Context: an optimization exercise on an open-source flow, tuned for small area, a short achievable clock period and few clock cycles. The choices shown serve that exercise and are no tape-out recipe.
Only simulation tests tie the RTL to the original design; equivalence was not proved.
Power figures rest on the tool's default switching activity, not on a simulated workload.

== run 1 ==
## tbpm_rxdec
module tbpm_rxdec (
    input  wire        clk,
    input  wire        rst,
    input  wire        cfg_we,
    input  wire [7:0]  cfg_pct,
    input  wire [15:0] cfg_floor,
    input  wire [1:0]  cfg_reg_len,
    input  wire        cfg_reg0,
    input  wire        cfg_reg1,
    input  wire        in_valid,
    output wire        in_ready,
    input  wire [31:0] in_data,
    input  wire        in_last,
    output wire        out_valid,
    input  wire        out_ready,
    output wire        rl_ok,
    output wire [3:0]  rl_cause,
    output wire [31:0] rl_word,
    output wire        fw_ok,
    output wire [3:0]  fw_cause,
    output wire [31:0] fw_word,
    output wire        dsp_ok,
    output wire [1:0]  dsp_tried,
    output wire [31:0] dsp_word
);
For scale: roughly 1200 cells after synthesis, roughly 0.011 sq mm of cells after synthesis.
export LEC_CHECK = 0
export CAP_MARGIN = 70
export CORE_MARGIN = 2
export CORE_UTILIZATION = 40
export CTS_BUF_LIST = sky130_fd_sc_hd__clkbuf_8
export SLEW_MARGIN = 85
create_clock -name core_clock -period 35.0 [get_ports {clk}]
standard.sh (not shown) runs the stock make flow with config.mk's settings and CLKGATE_MAP_FILE= SYNTH_SCRIPT=/design/flow/synth_recipe.tcl, a recipe that flattens the netlist after the stock synthesis.
==> flow/flow/run.sh <==
#!/bin/bash
# Standard layout, with plain buf_1 cells as the port buffers.
set -euo pipefail
export BUFFER_PORTS_ARGS="-buffer_cell sky130_fd_sc_hd__buf_1"
bash standard.sh > standard_flow.log 2>&1
Testbench counts of run 1, summed over its fixed seeds: cycles 31,890.
The inputs of run 2 differ from those of run 1 as listed below.
# run 1
export LEC_CHECK = 0
export CAP_MARGIN = 70
export CORE_MARGIN = 2
export CORE_UTILIZATION = 40
export CTS_BUF_LIST = sky130_fd_sc_hd__clkbuf_8
export SLEW_MARGIN = 85
create_clock -name core_clock -period 35.0 [get_ports {clk}]
# run 2
export LEC_CHECK = 0
export CAP_MARGIN = 50
export CORE_MARGIN = 2
export CORE_UTILIZATION = 40
export CTS_BUF_LIST = sky130_fd_sc_hd__clkbuf_8
export SLEW_MARGIN = 70
create_clock -name core_clock -period 35.0 [get_ports {clk}]
==> flow/flow/run.sh <==
#!/bin/bash
# Standard layout with two changes:
# - synthesis is ORFS's (flow/my_synth.tcl is synth_recipe.tcl plus an abc
#   wrapper) with the abc mapping script flow/abc_map.script, which is ORFS's
#   speed script with area recovery in &nf (-R 100); registers are untouched;
# - plain buf_1 cells as the port buffers.
set -euo pipefail
export BUFFER_PORTS_ARGS="-buffer_cell sky130_fd_sc_hd__buf_1"
export MY_ABC_SCRIPT="$PWD/flow/abc_map.script"
bash standard.sh SYNTH_SCRIPT="$PWD/flow/my_synth.tcl" finish > standard_flow.log 2>&1
==> flow/flow/abc_map.script (new file) <==
&get -n
&st
&dch
&nf -R 100
&st
&syn2
&if -g -K 6
&synch2
&nf -R 100
&st
&syn2
&if -g -K 6
&synch2
&nf -R 100
&st
&syn2
&if -g -K 6
&synch2
&nf -R 100
&st
&syn2
&if -g -K 6
&synch2
&nf -R 100
&st
&syn2
&if -g -K 6
&synch2
&nf -R 100
&put
buffer -c
topo
stime -c
upsize -c
dnsize -c
==> flow/flow/my_synth.tcl (new file) <==
proc synth {args} { yosys synth -nofsm -noshare {*}$args }
proc abc {args} {
  set i [lsearch -exact $args -script]
  if {$i >= 0 && [info exists ::env(MY_ABC_SCRIPT)]} { lset args [expr {$i + 1}] $::env(MY_ABC_SCRIPT) }
  yosys abc {*}$args
}
source $::env(SCRIPTS_DIR)/synth.tcl
# left out here: clear keep_hierarchy, flatten, clean up, hide names made inside functions, write 1_2_yosys.v
--- outcome ---
Global-route wire length before repair delta for run 2 relative to run 1: about 19% lower
Relative to run 1, clock period minus final worst setup slack has gone down in run 2.
In the flow results for run 2 and run 1, the area growth from synthesis to layout is smaller on run 2.
Diff run 2 and run 1: distinct cell type count of the synthesized netlist higher in run 1
Run 2 has more setup slack than run 1.
From run 1 to run 2 the numbers moved as follows: overall power after layout fell about 19%; share of the cycle needed by the critical path after routing fell 6.9 points.
For run 3, these inputs were changed with respect to run 2:
# run 2
export LEC_CHECK = 0
export CAP_MARGIN = 50
export CORE_MARGIN = 2
export CORE_UTILIZATION = 40
export CTS_BUF_LIST = sky130_fd_sc_hd__clkbuf_8
export SLEW_MARGIN = 70
create_clock -name core_clock -period 35.0 [get_ports {clk}]
# run 3
export LEC_CHECK = 0
export ABC_AREA = 1
export CAP_MARGIN = 50
export CORE_MARGIN = 2
export CORE_UTILIZATION = 40
export CTS_BUF_LIST = sky130_fd_sc_hd__clkbuf_8
export SLEW_MARGIN = 70
create_clock -name core_clock -period 35.0 [get_ports {clk}]
==> flow/flow/run.sh <==
#!/bin/bash
# Standard layout, with plain buf_1 cells as the port buffers.
set -euo pipefail
export BUFFER_PORTS_ARGS="-buffer_cell sky130_fd_sc_hd__buf_1"
bash standard.sh > standard_flow.log 2>&1
removed: flow/flow/abc_map.script
removed: flow/flow/my_synth.tcl
Results
Run 2 fits on a die that is smaller than the die of run 3. Est. power | run 3 vs run 2 | run 3 lower. On met3 capacity usage during global routing, run 3 and run 2 are basically level. Compared with run 2, in run 3 leakage power of the design moved up; layout overhead on the synthesized area down 1.8 points; global router's overall resource usage -0.48 points; portion of the post-synthesis area used by sequential elements went down by 0.28 points.
Input changes introduced in run 4 (baseline for comparison: run 3):
# run 3
export LEC_CHECK = 0
export ABC_AREA = 1
export CAP_MARGIN = 50
export CORE_MARGIN = 2
export CORE_UTILIZATION = 40
export CTS_BUF_LIST = sky130_fd_sc_hd__clkbuf_8
export SLEW_MARGIN = 70
create_clock -name core_clock -period 35.0 [get_ports {clk}]
# run 4
export LEC_CHECK = 0
export CAP_MARGIN = 20
export CORE_MARGIN = 2
export CORE_UTILIZATION = 40
export CTS_BUF_LIST = sky130_fd_sc_hd__clkbuf_8
export SLEW_MARGIN = 20
create_clock -name core_clock -period 35.0 [get_ports {clk}]
### Flow results
Changes observed in run 4 relative to run 3: global-route usage rose by 1.2 points, non-clock buffer contribution to total cell area now smaller, routed wire length went up by 3500 microns, area share of xor/xnor cells in the synthesized design increased 1.8 points.
[run 4] period utilization rose 0.46 points relative to run 3
Run 4 vs run 3, register-to-register slack went down by 2.22 ns.
From run 3 to run 4 the numbers moved as follows: power increased 0.000020 W; final-layout worst hold slack decreased 0.012 ns.
Relative to run 4, the following input files were edited for run 5:
# run 4
export LEC_CHECK = 0
export CAP_MARGIN = 20
export CORE_MARGIN = 2
export CORE_UTILIZATION = 40
export CTS_BUF_LIST = sky130_fd_sc_hd__clkbuf_8
export SLEW_MARGIN = 20
create_clock -name core_clock -period 35.0 [get_ports {clk}]
# run 5
export LEC_CHECK = 0
export CAP_MARGIN = 50
export CORE_MARGIN = 2
export CORE_UTILIZATION = 40
export CTS_BUF_LIST = sky130_fd_sc_hd__clkbuf_8
export SLEW_MARGIN = 70
create_clock -name core_clock -period 35.0 [get_ports {clk}]
==> flow/flow/run.sh <==
#!/bin/bash
# Standard layout with two changes:
# - synthesis is ORFS's (flow/my_synth.tcl is synth_recipe.tcl plus an abc
#   wrapper) with the abc mapping script flow/abc_map.script, an area-oriented
#   script (three &nf -R 1000 -p mapping rounds, no resizing); registers are untouched;
# - plain buf_1 cells as the port buffers.
set -euo pipefail
export BUFFER_PORTS_ARGS="-buffer_cell sky130_fd_sc_hd__buf_1"
export MY_ABC_SCRIPT="$PWD/flow/abc_map.script"
bash standard.sh SYNTH_SCRIPT="$PWD/flow/my_synth.tcl" finish > standard_flow.log 2>&1
==> flow/flow/abc_map.script (new file) <==
&get -n
&st
&dch
&nf -R 1000 -p
&st
&syn2
&synch2
&nf -R 1000 -p
&st
&dch -f
&nf -R 1000 -p
&put
==> flow/flow/my_synth.tcl (new file) <==
proc synth {args} { yosys synth -nofsm -noshare {*}$args }
proc abc {args} {
  set i [lsearch -exact $args -script]
  if {$i >= 0 && [info exists ::env(MY_ABC_SCRIPT)]} { lset args [expr {$i + 1}] $::env(MY_ABC_SCRIPT) }
  yosys abc {*}$args
}
source $::env(SCRIPTS_DIR)/synth.tcl
# left out here: clear keep_hierarchy, flatten, clean up, hide names made inside functions, write 1_2_yosys.v
- Run 5 completed end to end with timing, DRC and antenna clean.
- Die extent in x went down by a few percent going from run 4 to run 5.
- First-iteration DRC count: run 5 vs run 4 down 222
- Detailed-route wire length per cell (run 4 / run 5): 1.14
- Taking run 4 as the reference, in run 5 design area shrank by 8.4%, flip-flop and latch count held steady, number of fillers in the final layout shrank by 214.
- Weighted congestion at the end of routability-driven global placement is higher on run 4
- Run 4 was routed with more vias than run 5.


Starting RTL as in the previous note.
## tbpm_rxdec
module tbpm_rxdec (
    input  wire        clk,
    input  wire        rst,
    input  wire        cfg_we,
    input  wire [7:0]  cfg_pct,
    input  wire [15:0] cfg_floor,
    input  wire [1:0]  cfg_reg_len,
    input  wire        cfg_reg0,
    input  wire        cfg_reg1,
    input  wire        in_valid,
    output wire        in_ready,
    input  wire [31:0] in_data,
    input  wire        in_last,
    output wire        out_valid,
    input  wire        out_ready,
    output wire        rl_ok,
    output wire [3:0]  rl_cause,
    output wire [31:0] rl_word,
    output wire        fw_ok,
    output wire [3:0]  fw_cause,
    output wire [31:0] fw_word,
    output wire        dsp_ok,
    output wire [1:0]  dsp_tried,
    output wire [31:0] dsp_word
);
==> flow/config.mk <==
export PLATFORM = sky130hd
export DESIGN_NAME = tbpm_rxdec
export DESIGN_NICKNAME = tbpm_rxdec
export VERILOG_FILES = /design/flow/design.v
export SDC_FILE = /design/flow/constraint.sdc
export NUM_CORES = 4
export LEC_CHECK = 0
export CAP_MARGIN = 50
export CORE_MARGIN = 2
export CORE_UTILIZATION = 60
export CTS_BUF_LIST = sky130_fd_sc_hd__clkbuf_8
export SLEW_MARGIN = 70
==> flow/constraint.sdc <==
create_clock -name core_clock -period 35.0 [get_ports {clk}]
set_input_delay 7.0000 -clock core_clock [delete_from_list [all_inputs] [get_ports {clk}]]
set_output_delay 7.0000 -clock core_clock [all_outputs]
set_load 0.01 [all_outputs]
==> flow/flow/run.sh <==
#!/bin/bash
# Standard layout, with plain buf_1 cells as the port buffers.
set -euo pipefail
export BUFFER_PORTS_ARGS="-buffer_cell sky130_fd_sc_hd__buf_1"
bash standard.sh > standard_flow.log 2>&1
Testbench counts at the start, summed over its fixed seeds: cycles 31,890.
Then changed:
Settings changed: CORE_UTILIZATION 60 to 40, CTS_BUF_LIST sky130_fd_sc_hd__clkbuf_8 to sky130_fd_sc_hd__clkbuf_4 sky130_fd_sc_hd__clkbuf_8, CTS_CLUSTER_SIZE set to 10.
Wire length is higher by about 6.4%.
Total power is higher by about 1.8%.
Global-route usage is lower by 8.1 points.
Sequential power is about the same.
Maximum frequency barely changes.
Setup slack gets better by 0.0047 ns.
Core utilization is lower by 22 points.
Cell area is higher by about 1.8%.
Synthesized area stays the same.
Combinational power is about the same.
Then changed:
==> flow/flow/run.sh (replaced) <==
#!/bin/bash
# Standard layout with two changes:
# - synthesis is ORFS's (flow/my_synth.tcl is synth_recipe.tcl plus an abc
#   wrapper) with the abc mapping script flow/abc_map.script, an area-oriented
#   script (four &nf -R 1000 -p mapping rounds); registers are untouched;
# - plain buf_1 cells as the port buffers.
set -euo pipefail
export BUFFER_PORTS_ARGS="-buffer_cell sky130_fd_sc_hd__buf_1"
export MY_ABC_SCRIPT="$PWD/flow/abc_map.script"
bash standard.sh SYNTH_SCRIPT="$PWD/flow/my_synth.tcl" finish > standard_flow.log 2>&1
==> flow/flow/abc_map.script (new file) <==
&get -n
&st
&dch
&nf -R 1000 -p
&st
&syn2
&synch2
&nf -R 1000 -p
&st
&syn2
&synch2
&nf -R 1000 -p
&st
&dch -f
&nf -R 1000 -p
&put
buffer -c
topo
stime -c
upsize -c
dnsize -c
==> flow/flow/my_synth.tcl (new file) <==
proc synth {args} { yosys synth -nofsm -noshare {*}$args }
proc abc {args} {
  set i [lsearch -exact $args -script]
  if {$i >= 0 && [info exists ::env(MY_ABC_SCRIPT)]} { lset args [expr {$i + 1}] $::env(MY_ABC_SCRIPT) }
  yosys abc {*}$args
}
source $::env(SCRIPTS_DIR)/synth.tcl
# left out here: clear keep_hierarchy, flatten, clean up, hide names made inside functions, write 1_2_yosys.v
Settings changed: CTS_BUF_LIST sky130_fd_sc_hd__clkbuf_4 sky130_fd_sc_hd__clkbuf_8 to sky130_fd_sc_hd__clkbuf_8, CTS_CLUSTER_SIZE 10 to not set.
- cell count fell by 7.1%
- routed wire length is lower by 18%
- global-route usage went down by 1.9 points
- utilization goes down by 0.46 points
- sequential cell count does not change
- area after synthesis came out lower by 8.2%
- worst hold slack loses 0.0057 ns
- worst setup slack degrades by 0.016 ns
- via count came out lower by 12%
Then changed:
==> flow/flow/run.sh (replaced) <==
#!/bin/bash
# Standard layout, with plain buf_1 cells as the port buffers; the timing
# repair steps may resize across footprints and aim for 27 ns of setup slack.
set -euo pipefail
export BUFFER_PORTS_ARGS="-buffer_cell sky130_fd_sc_hd__buf_1"
bash standard.sh MATCH_CELL_FOOTPRINT=0 SETUP_SLACK_MARGIN=27 finish > standard_flow.log 2>&1
Settings changed: ABC_AREA set to 1.
removed: flow/flow/abc_map.script
removed: flow/flow/my_synth.tcl
=> Setup slack improved by 0.024 ns. Worst hold slack is better by 0.022 ns. Final cell count rose by 18%.


tbpm_rxdec again, from the RTL that the note above started with.
==> flow/config.mk <==
export PLATFORM = sky130hd
export DESIGN_NAME = tbpm_rxdec
export DESIGN_NICKNAME = tbpm_rxdec
export VERILOG_FILES = /design/flow/design.v
export SDC_FILE = /design/flow/constraint.sdc
export NUM_CORES = 4
export LEC_CHECK = 0
export CAP_MARGIN = 30
export CORE_MARGIN = 2
export CORE_UTILIZATION = 40
export CTS_BUF_LIST = sky130_fd_sc_hd__clkbuf_8
export SLEW_MARGIN = 50
==> flow/constraint.sdc <==
create_clock -name core_clock -period 35.0 [get_ports {clk}]
set_input_delay 7.0000 -clock core_clock [delete_from_list [all_inputs] [get_ports {clk}]]
set_output_delay 7.0000 -clock core_clock [all_outputs]
set_load 0.01 [all_outputs]
==> flow/flow/run.sh <==
#!/bin/bash
# Standard layout, with plain buf_1 cells as the port buffers.
set -euo pipefail
export BUFFER_PORTS_ARGS="-buffer_cell sky130_fd_sc_hd__buf_1"
bash standard.sh > standard_flow.log 2>&1
The starting point finished clean.
Testbench counts at the start, summed over its fixed seeds: cycles 31,890.
Rerun with:
==> flow/flow/run.sh (replaced) <==
#!/bin/bash
# Standard layout with two changes:
# - synthesis is ORFS's (flow/my_synth.tcl is synth_recipe.tcl plus an abc
#   wrapper) with the abc mapping script flow/abc_map.script, which is ORFS's
#   speed script with area recovery in &nf (-R 100); registers are untouched;
# - plain buf_1 cells as the port buffers;
# - timing repair may resize across footprints and aims for 26.65 ns of slack.
set -euo pipefail
export BUFFER_PORTS_ARGS="-buffer_cell sky130_fd_sc_hd__buf_1"
export MY_ABC_SCRIPT="$PWD/flow/abc_map.script"
bash standard.sh SYNTH_SCRIPT="$PWD/flow/my_synth.tcl" MATCH_CELL_FOOTPRINT=0 SETUP_SLACK_MARGIN=26.65 finish > standard_flow.log 2>&1
==> flow/flow/abc_map.script (new file) <==
&get -n
&st
&dch
&nf -R 100
&st
&syn2
&if -g -K 6
&synch2
&nf -R 100
&st
&syn2
&if -g -K 6
&synch2
&nf -R 100
&st
&syn2
&if -g -K 6
&synch2
&nf -R 100
&st
&syn2
&if -g -K 6
&synch2
&nf -R 100
&st
&syn2
&if -g -K 6
&synch2
&nf -R 100
&put
buffer -c
topo
stime -c
upsize -c
dnsize -c
==> flow/flow/my_synth.tcl (new file) <==
proc synth {args} { yosys synth -nofsm -noshare {*}$args }
proc abc {args} {
  set i [lsearch -exact $args -script]
  if {$i >= 0 && [info exists ::env(MY_ABC_SCRIPT)]} { lset args [expr {$i + 1}] $::env(MY_ABC_SCRIPT) }
  yosys abc {*}$args
}
source $::env(SCRIPTS_DIR)/synth.tcl
# left out here: clear keep_hierarchy, flatten, clean up, hide names made inside functions, write 1_2_yosys.v
CAP_MARGIN = 50   (was 30)
SLEW_MARGIN = 70   (was 50)
Result: The new run completed without violations. Power went down by a few percent. Final area went down slightly. Die area went down by a few percent. Combinational power went down by a few percent.

## what the ideal ports hide
How much do the figures lean on ideal ports? The routed layouts below were timed once more, with nothing changed but the port constraints.
Step 1 sets driving cells, clkbuf_16 on the clock port and buf_2 on the other inputs (assumed; they add their load-dependent delay and slew).
Step 2 times the ports against the registers' clock, not the clock port: input delays grow and output delays shrink by t, the midpoint of the rising clock arrivals with the driver on.
Slacks: no drivers / after step 1 / after step 2; pairs: no drivers / after step 1.
| run | t, ns | slack for setup (ns) | hold slack, ns | worst setup path at the end | worst data-port slew with drivers (ns) |
|---|---|---|---|---|---|
| run 1 | 0.511 | 24.215 / 24.215 / 24.091 | 0.429 / 0.429 / 0.429 | input to register | 0.05 |
| run 2 | 0.519 | 26.639 / 26.592 / 26.418 | 0.430 / 0.430 / 0.430 | input to register | 0.05 |
| run 3 | 0.504 | 26.384 / 26.342 / 26.501 | 0.444 / 0.444 / 0.444 | input to register | 0.04 |
| run 4 | 0.512 | 26.223 / 26.174 / 26.449 | 0.432 / 0.432 / 0.432 | input to register | 0.05 |
| run 5 | 0.509 | 26.571 / 26.529 / 26.400 | 0.440 / 0.440 / 0.440 | input to register | 0.06 |
| the first run of note 2 | 0.518 | 26.643 / 26.598 / 26.422 | 0.446 / 0.446 / 0.446 | input to register | 0.05 |
| the second run of note 2 | 0.511 | 26.648 / 26.599 / 26.445 | 0.433 / 0.433 / 0.433 | input to register | 0.05 |
| the third run of note 2 | 0.494 | 26.632 / 26.591 / 26.417 | 0.427 / 0.427 / 0.427 | input to register | 0.04 |
| the fourth run of note 2 | 0.489 | 26.655 / 26.612 / 26.593 | 0.450 / 0.450 / 0.450 | input to register | 0.04 |
| the first run of note 3 | 0.509 | 26.394 / 26.346 / 26.436 | 0.436 / 0.436 / 0.436 | input to register | 0.06 |
| the second run of note 3 | 0.508 | 26.645 / 26.599 / 26.370 | 0.445 / 0.445 / 0.445 | input to register | 0.05 |
After both steps every run listed still meets setup and hold. The setup slack of the second run of note 3, which loses most, moves by -0.046 ns with the drivers and by -0.275 ns with both steps.
